From an optimization exercise on the open Yosys and OpenROAD flow, aimed at small area; shortcuts taken in it are not production practice. The RTL was checked by simulation tests, not by an equivalence proof against the original design. Power and IR drop assume default switching activity.

==> run X: inputs <==
==> flow/design.v <==
module aims_aoi3 (
    input  wire [2:0] d,
    input  wire [2:0] h,
    output wire       yn
);
    assign yn = ~|(d & h);
endmodule
module aims_sel8 (
    input  wire [7:0] d,
    input  wire [7:0] h,
    output wire       y
);
    wire n0, n1;
    aims_aoi3 u0 (.d(d[2:0]), .h(h[2:0]), .yn(n0));
    aims_aoi3 u1 (.d(d[5:3]), .h(h[5:3]), .yn(n1));
    wire n2 = ~((d[6] & h[6]) | (d[7] & h[7]));
    assign y = ~(n0 & n1 & n2);
endmodule
module aims_mux4 (
    input  wire [3:0] d,
    input  wire [1:0] s,
    output wire       y
);
    assign y = d[s];
endmodule
module aims_mux32 (
    input  wire [31:0] d,
    input  wire [4:0]  s,
    output wire        y
);
    wire [7:0] l1;
    wire [1:0] l2;
    genvar i;
    generate
        for (i = 0; i < 8; i = i + 1) begin : g1
            aims_mux4 u (.d(d[4*i+3:4*i]), .s(s[1:0]), .y(l1[i]));
        end
        for (i = 0; i < 2; i = i + 1) begin : g2
            aims_mux4 u (.d(l1[4*i+3:4*i]), .s(s[3:2]), .y(l2[i]));
        end
    endgenerate
    assign y = s[4] ? l2[1] : l2[0];
endmodule
module aims_mul_bit (
    input  wire acc,
    input  wire t,
    input  wire s,
    input  wire ci,
    output wire v,
    output wire co
);
    wire ts = t & s;
    assign v  = acc ^ ts ^ ci;
    assign co = (acc & ts) | (ci & (acc ^ ts));
endmodule
module aims_hr_bit (
    input  wire cap,
    input  wire it,
    input  wire m,
    input  wire sc,
    input  wire si,
    output wire y
);
    assign y = (cap & sc) | (it & si) | m;
endmodule
module aims_hr_hi (
    input  wire cap,
    input  wire it,
    input  wire sc,
    input  wire si,
    output wire y
);
    assign y = (cap & sc) | (it & si);
endmodule
module aims_core (
    input  wire         clk,
    input  wire         rst,           
    input  wire         host_we,
    input  wire [3:0]   host_addr,
    input  wire [63:0]  host_wdata,
    output wire [63:0]  host_rdata,
    input  wire [2:0]   rs_idx,
    output wire [31:0]  rs_data,
    output wire [9:0]   imem_addr,
    input  wire [127:0] imem_rdata
);
    localparam [2:0] ST_IDLE   = 3'd0;
    localparam [2:0] ST_RUN    = 3'd1;
    localparam [2:0] ST_HALT   = 3'd2;
    localparam [2:0] ST_CAPPED = 3'd3;
    localparam [2:0] ST_FAULT  = 3'd4;
    localparam [2:0] PH_LOAD  = 3'd0;
    localparam [2:0] PH_WAIT  = 3'd1;
    localparam [2:0] PH_DEC   = 3'd2;
    localparam [2:0] PH_PASS  = 3'd3;
    localparam [2:0] PH_DRAIN = 3'd4;
    reg [31:0] x0, x1, x2, x3, x4, x5;    
    reg [31:0] T;                         
    reg [30:0] acc;                       
    reg        cs;                        
    reg [31:0] ite, ito;                  
    reg [63:0] cap_n;
    reg [9:0]  pcr;                       
    reg [2:0]  state;
    reg [2:0]  ph;
    reg [4:0]  cnt;
    reg        zf;         
    reg        c_alu;      
    reg        c_pc;       
    reg        c_it;       
    reg        eqf;        
    reg        eqc;        
    reg        fc2;        
    reg        load_err;
    reg        le7;        
    reg [2:0]  ipsel;
    reg [10:0] plen;
    reg        cap_en;
    reg        cap_vld;    
    wire running = (state == ST_RUN);
    wire idle    = (state == ST_IDLE);
    wire p_load  = running & (ph == PH_LOAD);
    wire p_dec   = running & (ph == PH_DEC);
    wire rot     = running & (ph == PH_PASS);
    wire last    = (cnt == 5'd31);
    wire [3:0]  op     = imem_rdata[3:0];
    wire        op_bad = |imem_rdata[31:4];
    wire [31:0] la     = imem_rdata[63:32];
    wire [31:0] lb     = imem_rdata[95:64];
    wire [31:0] lc     = imem_rdata[127:96];
    reg a_is_reg, b_is_reg;
    always @(*) begin
        case (op)
            4'd9, 4'd10, 4'd13: a_is_reg = 1'b0;
            default:            a_is_reg = 1'b1;
        endcase
        case (op)
            4'd0, 4'd2, 4'd4, 4'd6, 4'd10, 4'd12, 4'd13, 4'd15: b_is_reg = 1'b1;
            default:                                            b_is_reg = 1'b0;
        endcase
    end
    wire a_bad = (|la[31:3]) | (la[2] & la[1]);
    wire b_bad = (|lb[31:3]) | (lb[2] & lb[1]);
    wire c_bad = (|lc[31:3]) | (lc[2] & lc[1]);
    wire idx_bad = (a_is_reg & a_bad) | (b_is_reg & b_bad) | c_bad;
    wire [2:0] ia = la[2:0];
    wire [2:0] ib = lb[2:0];
    wire [2:0] ic = lc[2:0];
    wire is_add = (op[3:1] == 3'd0);
    wire is_mul = (op[3:1] == 3'd1);
    wire is_and = (op[3:1] == 3'd2);
    wire is_or  = (op[3:1] == 3'd3);
    wire is_set = (op[3:1] == 3'd4);
    wire is_cmp = (op[3:2] == 2'd3) | (op[3:1] == 3'd5);
    wire is_gt  = (op == 4'd10) | (op == 4'd11) | (op == 4'd12);
    wire mulr   = (op == 4'd2);
    reg [2:0] psel;
    reg       p_x, p_la, p_lb;
    always @(*) begin
        psel = rs_idx; p_x = 1'b1; p_la = 1'b0; p_lb = 1'b0;
        if (running) begin
            if (ph == PH_LOAD) psel = ipsel;
            else begin
                psel = ia;
                p_x  = mulr;
                p_la = ~mulr & ~a_is_reg;
                p_lb = ~mulr & a_is_reg;
            end
        end
    end
    wire [7:0] ph8;
    genvar g;
    generate
        for (g = 0; g < 6; g = g + 1) begin : gh
            assign ph8[g] = p_x & ~zf & (psel == g);
        end
    endgenerate
    assign ph8[6] = p_la;
    assign ph8[7] = p_lb;
    wire [31:0] port;
    generate
        for (g = 0; g < 32; g = g + 1) begin : gport
            aims_sel8 u (.d({lb[g], la[g], x5[g], x4[g], x3[g], x2[g], x1[g], x0[g]}),
                         .h(ph8), .y(port[g]));
        end
    endgenerate
    assign rs_data   = port;
    assign imem_addr = pcr;
    wire [5:0] ro = {x5[0], x4[0], x3[0], x2[0], x1[0], x0[0]} & {6{~zf}};
    wire ra = ro[ia];
    wire rb = ro[ib];
    wire rp = ro[ipsel];
    wire tb;               
    aims_mux32 utb (.d(T), .s(cnt), .y(tb));
    wire a  = a_is_reg ? ra : tb;
    wire b  = b_is_reg ? rb : tb;
    wire bb    = b ^ is_cmp;
    wire s_add = a ^ bb ^ c_alu;
    wire c_add = (a & bb) | (a & c_alu) | (bb & c_alu);
    wire eqf_n = eqf & ~(a ^ b);
    wire s_mul = rot & is_mul & (mulr ? rb : ra);
    wire [31:0] mv;
    wire [32:0] mc;
    wire [30:0] macc;
    wire        co15;
    assign mc[0] = 1'b0;
    generate
        for (g = 0; g < 31; g = g + 1) begin : gacc
            if (g == 15) begin : gsplit
                assign macc[g] = acc[g] ^ cs;
            end else begin : gplain
                assign macc[g] = acc[g];
            end
        end
        for (g = 0; g < 32; g = g + 1) begin : gmul
            if (g == 15) begin : gsplit
                aims_mul_bit u (.acc(macc[g]), .t(T[g]), .s(s_mul),
                                .ci(mc[g]), .v(mv[g]), .co(co15));
            end else begin : gplain
                aims_mul_bit u (.acc(g == 31 ? 1'b0 : macc[(g == 31) ? 0 : g]), .t(T[g]), .s(s_mul),
                                .ci(mc[g]), .v(mv[g]), .co(mc[g+1]));
            end
        end
    endgenerate
    assign mc[16] = acc[15] & cs;
    reg r;
    always @(*) begin
        r = 1'b0;
        if (is_add) r = s_add;
        if (is_mul) r = mv[0];
        if (is_and) r = a & b;
        if (is_or)  r = a | b;
        if (is_set) r = a;
    end
    wire ovf  = (a ^ b) & (s_add ^ a);
    wire lt   = s_add ^ ovf;
    wire flag = is_gt ? (~lt & ~eqf_n) : eqf_n;
    wire c_ip   = (ic == ipsel);
    wire inc_in = c_ip ? r : rp;
    wire inc_o  = inc_in ^ c_pc;
    wire [5:0] rin;
    wire [5:0] ov0, ov1;
    generate
        for (g = 0; g < 6; g = g + 1) begin : grin
            assign rin[g] = (ipsel == g) ? inc_o : ((ic == g) ? r : ro[g]);
            assign ov0[g] = last & is_cmp & (ic == g);
            assign ov1[g] = last & is_cmp & (ic == g) & c_ip;
        end
    endgenerate
    wire v0 = flag ^ c_ip;
    wire ie0 = ite[0] & ~zf;
    wire io0 = ito[0] & ~zf;
    wire n0  = ie0 ^ c_it;
    wire t1  = ie0 & c_it;
    wire n1  = io0 ^ t1;
    wire [31:0] cap_e, cap_o;
    generate
        for (g = 0; g < 32; g = g + 1) begin : gcap
            assign cap_e[g] = cap_n[2*g];
            assign cap_o[g] = cap_n[2*g+1];
        end
    endgenerate
    wire ce, co;
    aims_mux32 uce (.d(cap_e), .s(cnt), .y(ce));
    aims_mux32 uco (.d(cap_o), .s(cnt), .y(co));
    wire eqc_n   = eqc & ~(n0 ^ ce) & ~(n1 ^ co);
    wire cap_hit = cap_en & cap_vld & eqc_n;
    wire start = host_we & idle & (host_addr == 4'h7) & host_wdata[0] & ~load_err;
    wire to_drain = start | (rot & last & is_mul);
    wire pc_in_range = (port[31:11] == 21'd0) & (port[10:0] < plen);
    wire hi_zero = (host_wdata[63:11] == 53'd0);
    wire cap_ld  = host_we & idle & (host_addr == 4'h4);
    always @(posedge clk) begin
        if (rot) begin
            x0 <= {rin[0], x0[31:1]};
            x1 <= {rin[1], x1[31:1]};
            x2 <= {rin[2], x2[31:1]};
            x3 <= {rin[3], x3[31:1]};
            x4 <= {rin[4], x4[31:1]};
            x5 <= {rin[5], x5[31:1]};
            if (ov0[0]) x0[0] <= v0;
            if (ov0[1]) x1[0] <= v0;
            if (ov0[2]) x2[0] <= v0;
            if (ov0[3]) x3[0] <= v0;
            if (ov0[4]) x4[0] <= v0;
            if (ov0[5]) x5[0] <= v0;
            if (ov1[0]) x0[1] <= flag;
            if (ov1[1]) x1[1] <= flag;
            if (ov1[2]) x2[1] <= flag;
            if (ov1[3]) x3[1] <= flag;
            if (ov1[4]) x4[1] <= flag;
            if (ov1[5]) x5[1] <= flag;
            ite <= {n0, ite[31:1]};
            ito <= {n1, ito[31:1]};
        end
        if (cap_ld)
            cap_n <= host_wdata;
        if (p_dec)
            T <= port;
        acc   <= mv[31:1];
        cs    <= co15;
        if (p_load) pcr <= port[9:0];
        c_alu <= p_dec ? is_cmp : c_add;
        c_pc  <= p_dec | (inc_in & c_pc);
        c_it  <= p_dec | (io0 & t1);
        eqf   <= p_dec | eqf_n;
        eqc   <= p_dec | eqc_n;
        cnt   <= p_dec ? 5'd0 : (to_drain ? 5'd3 : cnt + 5'd1);
        if (rst) begin
            state    <= ST_IDLE;
            ph       <= PH_LOAD;
            zf       <= 1'b1;
            fc2      <= 1'b0;
            load_err <= 1'b0;
            le7      <= 1'b0;
            ipsel    <= 3'd1;
            plen     <= 11'd0;
            cap_en   <= 1'b0;
            cap_vld  <= 1'b0;
        end else begin
            if (host_we & idle) begin
                case (host_addr)
                    4'h1: begin
                        if (hi_zero & (host_wdata[10:3] == 8'd0) & ~(host_wdata[2] & host_wdata[1]))
                            ipsel <= host_wdata[2:0];
                        else if (!load_err) begin
                            load_err <= 1'b1;
                            le7      <= 1'b0;
                        end
                    end
                    4'h2: begin
                        if (hi_zero & (~host_wdata[10] | (host_wdata[9:0] == 10'd0)))
                            plen <= host_wdata[10:0];
                        else if (!load_err) begin
                            load_err <= 1'b1;
                            le7      <= 1'b1;
                        end
                    end
                    4'h3: cap_en <= host_wdata[0];
                    4'h4: cap_vld <= 1'b1;
                    default: ;
                endcase
            end
            if (start) begin
                state <= ST_RUN;
                ph    <= PH_DRAIN;
            end
            if (running) begin
                case (ph)
                    PH_LOAD: begin
                        if (pc_in_range) ph <= PH_WAIT;
                        else             state <= ST_HALT;
                    end
                    PH_WAIT: ph <= PH_DEC;
                    PH_DRAIN: if (last) ph <= PH_LOAD;
                    PH_DEC: begin
                        if (op_bad | idx_bad) begin
                            state <= ST_FAULT;
                            fc2   <= ~op_bad;
                        end else
                            ph <= PH_PASS;
                    end
                    PH_PASS: begin
                        if (last) begin
                            zf <= 1'b0;
                            if (cap_hit)     state <= ST_CAPPED;
                            else if (is_mul) ph <= PH_DRAIN;
                            else             ph <= PH_LOAD;
                        end
                    end
                endcase
            end
        end
    end
    wire fault = (state == ST_FAULT);
    wire sc = (host_addr == 4'h4) & cap_vld;
    wire si = (host_addr == 4'h5) & ~zf;
    reg [11:0] smf;
    always @(*) begin
        case (host_addr)
            4'h0:    smf = {2'd0, fault & fc2, fault & ~fc2,
                            1'b0, load_err, load_err & le7, load_err & le7,
                            load_err, state};
            4'h1:    smf = {9'd0, ipsel};
            4'h2:    smf = {1'b0, plen};
            4'h3:    smf = {11'd0, cap_en};
            4'h6:    smf = fault ? {2'd0, pcr} : 12'd0;
            default: smf = 12'd0;
        endcase
    end
    wire [63:0] itv;
    wire [63:0] capv = cap_n;
    generate
        for (g = 0; g < 32; g = g + 1) begin : gil
            assign itv[2*g]    = ite[g];
            assign itv[2*g+1]  = ito[g];
        end
        for (g = 0; g < 12; g = g + 1) begin : ghl
            aims_hr_bit u (.cap(capv[g]), .it(itv[g]), .m(smf[g]), .sc(sc), .si(si),
                           .y(host_rdata[g]));
        end
        for (g = 12; g < 64; g = g + 1) begin : ghh
            aims_hr_hi u (.cap(capv[g]), .it(itv[g]), .sc(sc), .si(si), .y(host_rdata[g]));
        end
    endgenerate
endmodule
==> flow/flow/run.sh <==
#!/bin/bash
export BUFFER_PORTS_ARGS="-buffer_cell sky130_fd_sc_hd__buf_1"
export CTS_ARGS="-sink_clustering_enable -repair_clock_nets -buf_list sky130_fd_sc_hd__clkbuf_8 -root_buf sky130_fd_sc_hd__clkbuf_8 -sink_clustering_size 17 -sink_clustering_max_diameter 60 -dont_use_dummy_load"
bash standard.sh > standard.log 2>&1
==> flow/standard.sh <==
#!/bin/bash
# synth_recipe.tcl (not shown) runs the flow's synth.tcl, then flattens the netlist and writes it again
# the make line also repeats each setting of config.mk as NAME=value (left out here)
make -C /OpenROAD-flow-scripts/flow DESIGN_CONFIG=/design/flow/config.mk WORK_HOME=/design/flow/orfs CLKGATE_MAP_FILE= SYNTH_SCRIPT=/design/flow/synth_recipe.tcl "${@:-finish}"
==> flow/config.mk <==
export PLATFORM = sky130hd
export DESIGN_NAME = aims_core
export DESIGN_NICKNAME = aims_core
export VERILOG_FILES = /design/flow/design.v
export SDC_FILE = /design/flow/constraint.sdc
export NUM_CORES = 4
export LEC_CHECK = 0
export CAP_MARGIN = 20
export CORE_MARGIN = 2
export CORE_UTILIZATION = 60
export PLACE_DENSITY = 0.75
export SLEW_MARGIN = 20
export SYNTH_HIERARCHICAL = 1
==> flow/constraint.sdc <==
create_clock -name core_clock -period 13.0 [get_ports {clk}]
set_input_delay 2.6000 -clock core_clock [delete_from_list [all_inputs] [get_ports {clk}]]
set_output_delay 2.6000 -clock core_clock [all_outputs]
set_load 0.01 [all_outputs]
==> inputs of run E, as changes to run X <==
--- a/flow/design.v
+++ b/flow/design.v
@@ -100,2 +100,4 @@
     reg        cs;                        
+    reg [2:0]  mi;                        
+    reg        mvld;                      
     reg [31:0] ite, ito;                  
@@ -200,3 +202,4 @@
     wire eqf_n = eqf & ~(a ^ b);
-    wire s_mul = rot & is_mul & (mulr ? rb : ra);
+    wire [2:0] ms  = mulr ? ib : ia;
+    wire s_mul = rot & mvld & ro[mi];
     wire [31:0] mv;
@@ -301,2 +304,6 @@
         cs    <= co15;
+        if (p_dec) begin
+            mi   <= ms;
+            mvld <= is_mul;
+        end
         if (p_load) pcr <= port[9:0];
==> flow/flow/run.sh (replaced) <==
#!/bin/bash
export BUFFER_PORTS_ARGS="-buffer_cell sky130_fd_sc_hd__buf_1"
export CTS_ARGS="-sink_clustering_enable -repair_clock_nets -buf_list sky130_fd_sc_hd__clkbuf_8 -root_buf sky130_fd_sc_hd__clkbuf_8 -sink_clustering_size 14 -sink_clustering_max_diameter 60 -dont_use_dummy_load"
bash standard.sh > standard.log 2>&1
--- a/flow/config.mk
+++ b/flow/config.mk
@@ -9,4 +9,4 @@
 export CORE_MARGIN = 2
-export CORE_UTILIZATION = 60
-export PLACE_DENSITY = 0.75
+export CORE_UTILIZATION = 70
+export PLACE_DENSITY = 0.8
 export SLEW_MARGIN = 20
==> inputs of run K, as changes to run X <==
--- a/flow/design.v
+++ b/flow/design.v
@@ -1,8 +1 @@
-module aims_aoi3 (
-    input  wire [2:0] d,
-    input  wire [2:0] h,
-    output wire       yn
-);
-    assign yn = ~|(d & h);
-endmodule
 module aims_sel8 (
@@ -12,32 +5,3 @@
 );
-    wire n0, n1;
-    aims_aoi3 u0 (.d(d[2:0]), .h(h[2:0]), .yn(n0));
-    aims_aoi3 u1 (.d(d[5:3]), .h(h[5:3]), .yn(n1));
-    wire n2 = ~((d[6] & h[6]) | (d[7] & h[7]));
-    assign y = ~(n0 & n1 & n2);
-endmodule
-module aims_mux4 (
-    input  wire [3:0] d,
-    input  wire [1:0] s,
-    output wire       y
-);
-    assign y = d[s];
-endmodule
-module aims_mux32 (
-    input  wire [31:0] d,
-    input  wire [4:0]  s,
-    output wire        y
-);
-    wire [7:0] l1;
-    wire [1:0] l2;
-    genvar i;
-    generate
-        for (i = 0; i < 8; i = i + 1) begin : g1
-            aims_mux4 u (.d(d[4*i+3:4*i]), .s(s[1:0]), .y(l1[i]));
-        end
-        for (i = 0; i < 2; i = i + 1) begin : g2
-            aims_mux4 u (.d(l1[4*i+3:4*i]), .s(s[3:2]), .y(l2[i]));
-        end
-    endgenerate
-    assign y = s[4] ? l2[1] : l2[0];
+    assign y = |(d & h);
 endmodule
@@ -99,5 +63,5 @@
     reg [30:0] acc;                       
-    reg        cs;                        
+    reg [5:0]  msel;                      
     reg [31:0] ite, ito;                  
-    reg [63:0] cap_n;
+    reg [31:0] cpe, cpo;                  
     reg [9:0]  pcr;                       
@@ -192,6 +156,4 @@
     wire rp = ro[ipsel];
-    wire tb;               
-    aims_mux32 utb (.d(T), .s(cnt), .y(tb));
-    wire a  = a_is_reg ? ra : tb;
-    wire b  = b_is_reg ? rb : tb;
+    wire a  = a_is_reg ? ra : T[0];
+    wire b  = b_is_reg ? rb : T[0];
     wire bb    = b ^ is_cmp;
@@ -200,27 +162,13 @@
     wire eqf_n = eqf & ~(a ^ b);
-    wire s_mul = rot & is_mul & (mulr ? rb : ra);
+    wire [2:0] ms  = mulr ? ib : ia;
+    wire s_mul = rot & |(ro & msel);
     wire [31:0] mv;
     wire [32:0] mc;
-    wire [30:0] macc;
-    wire        co15;
     assign mc[0] = 1'b0;
     generate
-        for (g = 0; g < 31; g = g + 1) begin : gacc
-            if (g == 15) begin : gsplit
-                assign macc[g] = acc[g] ^ cs;
-            end else begin : gplain
-                assign macc[g] = acc[g];
-            end
-        end
         for (g = 0; g < 32; g = g + 1) begin : gmul
-            if (g == 15) begin : gsplit
-                aims_mul_bit u (.acc(macc[g]), .t(T[g]), .s(s_mul),
-                                .ci(mc[g]), .v(mv[g]), .co(co15));
-            end else begin : gplain
-                aims_mul_bit u (.acc(g == 31 ? 1'b0 : macc[(g == 31) ? 0 : g]), .t(T[g]), .s(s_mul),
-                                .ci(mc[g]), .v(mv[g]), .co(mc[g+1]));
-            end
+            aims_mul_bit u (.acc(g == 31 ? 1'b0 : acc[(g == 31) ? 0 : g]), .t(T[g]), .s(s_mul),
+                            .ci(mc[g]), .v(mv[g]), .co(mc[g+1]));
         end
     endgenerate
-    assign mc[16] = acc[15] & cs;
     reg r;
@@ -255,13 +203,3 @@
     wire n1  = io0 ^ t1;
-    wire [31:0] cap_e, cap_o;
-    generate
-        for (g = 0; g < 32; g = g + 1) begin : gcap
-            assign cap_e[g] = cap_n[2*g];
-            assign cap_o[g] = cap_n[2*g+1];
-        end
-    endgenerate
-    wire ce, co;
-    aims_mux32 uce (.d(cap_e), .s(cnt), .y(ce));
-    aims_mux32 uco (.d(cap_o), .s(cnt), .y(co));
-    wire eqc_n   = eqc & ~(n0 ^ ce) & ~(n1 ^ co);
+    wire eqc_n = eqc & ~(n0 ^ cpe[0]) & ~(n1 ^ cpo[0]);
     wire cap_hit = cap_en & cap_vld & eqc_n;
@@ -272,2 +210,9 @@
     wire cap_ld  = host_we & idle & (host_addr == 4'h4);
+    wire [31:0] wd_e, wd_o;
+    generate
+        for (g = 0; g < 32; g = g + 1) begin : gwd
+            assign wd_e[g] = host_wdata[2*g];
+            assign wd_o[g] = host_wdata[2*g+1];
+        end
+    endgenerate
     always @(posedge clk) begin
@@ -295,8 +240,22 @@
         end
-        if (cap_ld)
-            cap_n <= host_wdata;
+        if (cap_ld) begin
+            cpe <= wd_e;
+            cpo <= wd_o;
+        end else if (rot) begin
+            cpe <= {cpe[0], cpe[31:1]};
+            cpo <= {cpo[0], cpo[31:1]};
+        end
         if (p_dec)
             T <= port;
+        else if (rot & ~is_mul)
+            T <= {T[0], T[31:1]};
         acc   <= mv[31:1];
-        cs    <= co15;
+        if (p_dec) begin
+            msel[0] <= is_mul & (ms == 3'd0);
+            msel[1] <= is_mul & (ms == 3'd1);
+            msel[2] <= is_mul & (ms == 3'd2);
+            msel[3] <= is_mul & (ms == 3'd3);
+            msel[4] <= is_mul & (ms == 3'd4);
+            msel[5] <= is_mul & (ms == 3'd5);
+        end
         if (p_load) pcr <= port[9:0];
@@ -390,6 +349,7 @@
     end
-    wire [63:0] itv;
-    wire [63:0] capv = cap_n;
+    wire [63:0] capv, itv;
     generate
         for (g = 0; g < 32; g = g + 1) begin : gil
+            assign capv[2*g]   = cpe[g];
+            assign capv[2*g+1] = cpo[g];
             assign itv[2*g]    = ite[g];
==> flow/run.sh (new file) <==
#!/bin/bash
# synth_recipe.tcl (not shown) runs the flow's synth.tcl, then flattens the netlist and writes it again
# the make line also repeats each setting of config.mk as NAME=value (left out here)
make -C /OpenROAD-flow-scripts/flow DESIGN_CONFIG=/design/flow/config.mk WORK_HOME=/design/flow/orfs CLKGATE_MAP_FILE= SYNTH_SCRIPT=/design/flow/synth_recipe.tcl finish
--- a/flow/config.mk
+++ b/flow/config.mk
@@ -9,4 +9,4 @@
 export CORE_MARGIN = 2
-export CORE_UTILIZATION = 60
-export PLACE_DENSITY = 0.75
+export CORE_UTILIZATION = 40
+export PLACE_DENSITY = 0.6
 export SLEW_MARGIN = 20
removed: flow/flow/run.sh
removed: flow/standard.sh
==> results.py <==
metrics = {
    "synthesis": {
        "syn-cell-area_um2": 19200,
        "synth_xor_area_share_pct": 0.4497,
    },
    "final_layout": {
        "fin_util_pct": 52.32,
        "seq_cell_count": 435,
        "area_delta_synth_final_pct": 29.57,
    },
    "power": {
        "switching_share_pct": 21.16,
        "p_comb_share_pct": 5.1,
        "fin_total_pwr_mw": 3.001,
        "p_leak_nw": 8.485,
    },
    "clock_tree": {
        "insertion_delay_ns": 0.58,
        "clock-sinks": 435,
    },
    "floorplan": {
        "core_area_um2": 47550,
    },
    "timing": {
        "rsz0062_at_grt": "true",
    },
    "outcome": {
        "status": "timing/DRC/antenna clean",
    },
    "worst_setup_path": {
        "max_stage_delay_ns": 0.44,
    },
}
# the run above: run K

==> results.py <==
metrics = {
    "synthesis": {
        "syn-cell-area_um2": 18630,
        "synth_xor_area_share_pct": 0.5238,
        "synth.most_common_cell": "edfxtp_1",
    },
    "power": {
        "fin_total_pwr_mw": 2.478,
        "p_leak_nw": 6.850,
    },
    "worst_setup_path": {
        "worst-path-max-fanout": 76,
        "max_stage_delay_ns": 0.50,
    },
    "place": {
        "preCtsSetupSlack_ns": 3.973,
    },
    "final_layout": {
        "area_delta_synth_final_pct": 11.87,
    },
    "timing": {
        "rsz0062_at_grt": "false",
    },
    "global_routing": {
        "grt_overflow": 0,
    },
    "clock_tree": {
        "cts.repair.resized": 0,
        "clock-sinks": 434,
        "insertion_delay_ns": 0.57,
    },
    "outcome": {
        "status": "timing/DRC/antenna clean",
    },
    "floorplan": {
        "core_area_um2": 26130,
    },
}
# the run above: run E

==> results.py <==
metrics = {
    "outcome": {
        "status": "timing/DRC/antenna clean",
    },
    "min_path": {
        "hold_depth": 0,
    },
    "power": {
        "p_leak_nw": 6.815,
        "fin_total_pwr_mw": 2.419,
        "p_comb_share_pct": 11.3,
    },
    "timing": {
        "rsz0062_at_grt": "false",
    },
    "synthesis": {
        "syn-cell-area_um2": 18440,
    },
    "floorplan": {
        "core_area_um2": 30430,
    },
    "final_layout": {
        "area_delta_synth_final_pct": 11.68,
        "seq_cell_count": 430,
    },
    "worst_setup_path": {
        "max_stage_delay_ns": 0.51,
    },
    "clock_tree": {
        "clock-sinks": 430,
    },
}
# the run above: run X

[port drivers added, routing unchanged]
How much do the figures lean on ideal ports? The routed layouts below were timed once more, with nothing changed but the port constraints. Step 1, drivers: a clkbuf_16 drives clk and a buf_2 each remaining input, both assumed. Step 2 also shifts input and output timing later by t, the mid clock arrival at the registers, as if the neighbouring blocks saw the same clock. a / b / c = ideal ports / drivers / drivers and shift; a / b = the first two.
| run | shift t [ns] | setup slack, ns | worst setup path after step 2 | worst data-port slew with drivers (ns) | pins driven straight from the clock port |
|---|---|---|---|---|---|
| run X | 0.637 | 2.468 / 2.492 / 1.854 | input to register | 0.09 | 1 |
| run E | 0.588 | 3.948 / 3.948 / 3.948 | register to register | 0.06 | 1 |
| run K | 0.628 | 0.303 / 0.303 / 0.303 | register to register | 0.10 | 1 |
After both steps every run listed still meets setup and hold. The setup slack of run X, which loses most, moves by +0.024 ns with the drivers and by -0.614 ns with both steps.
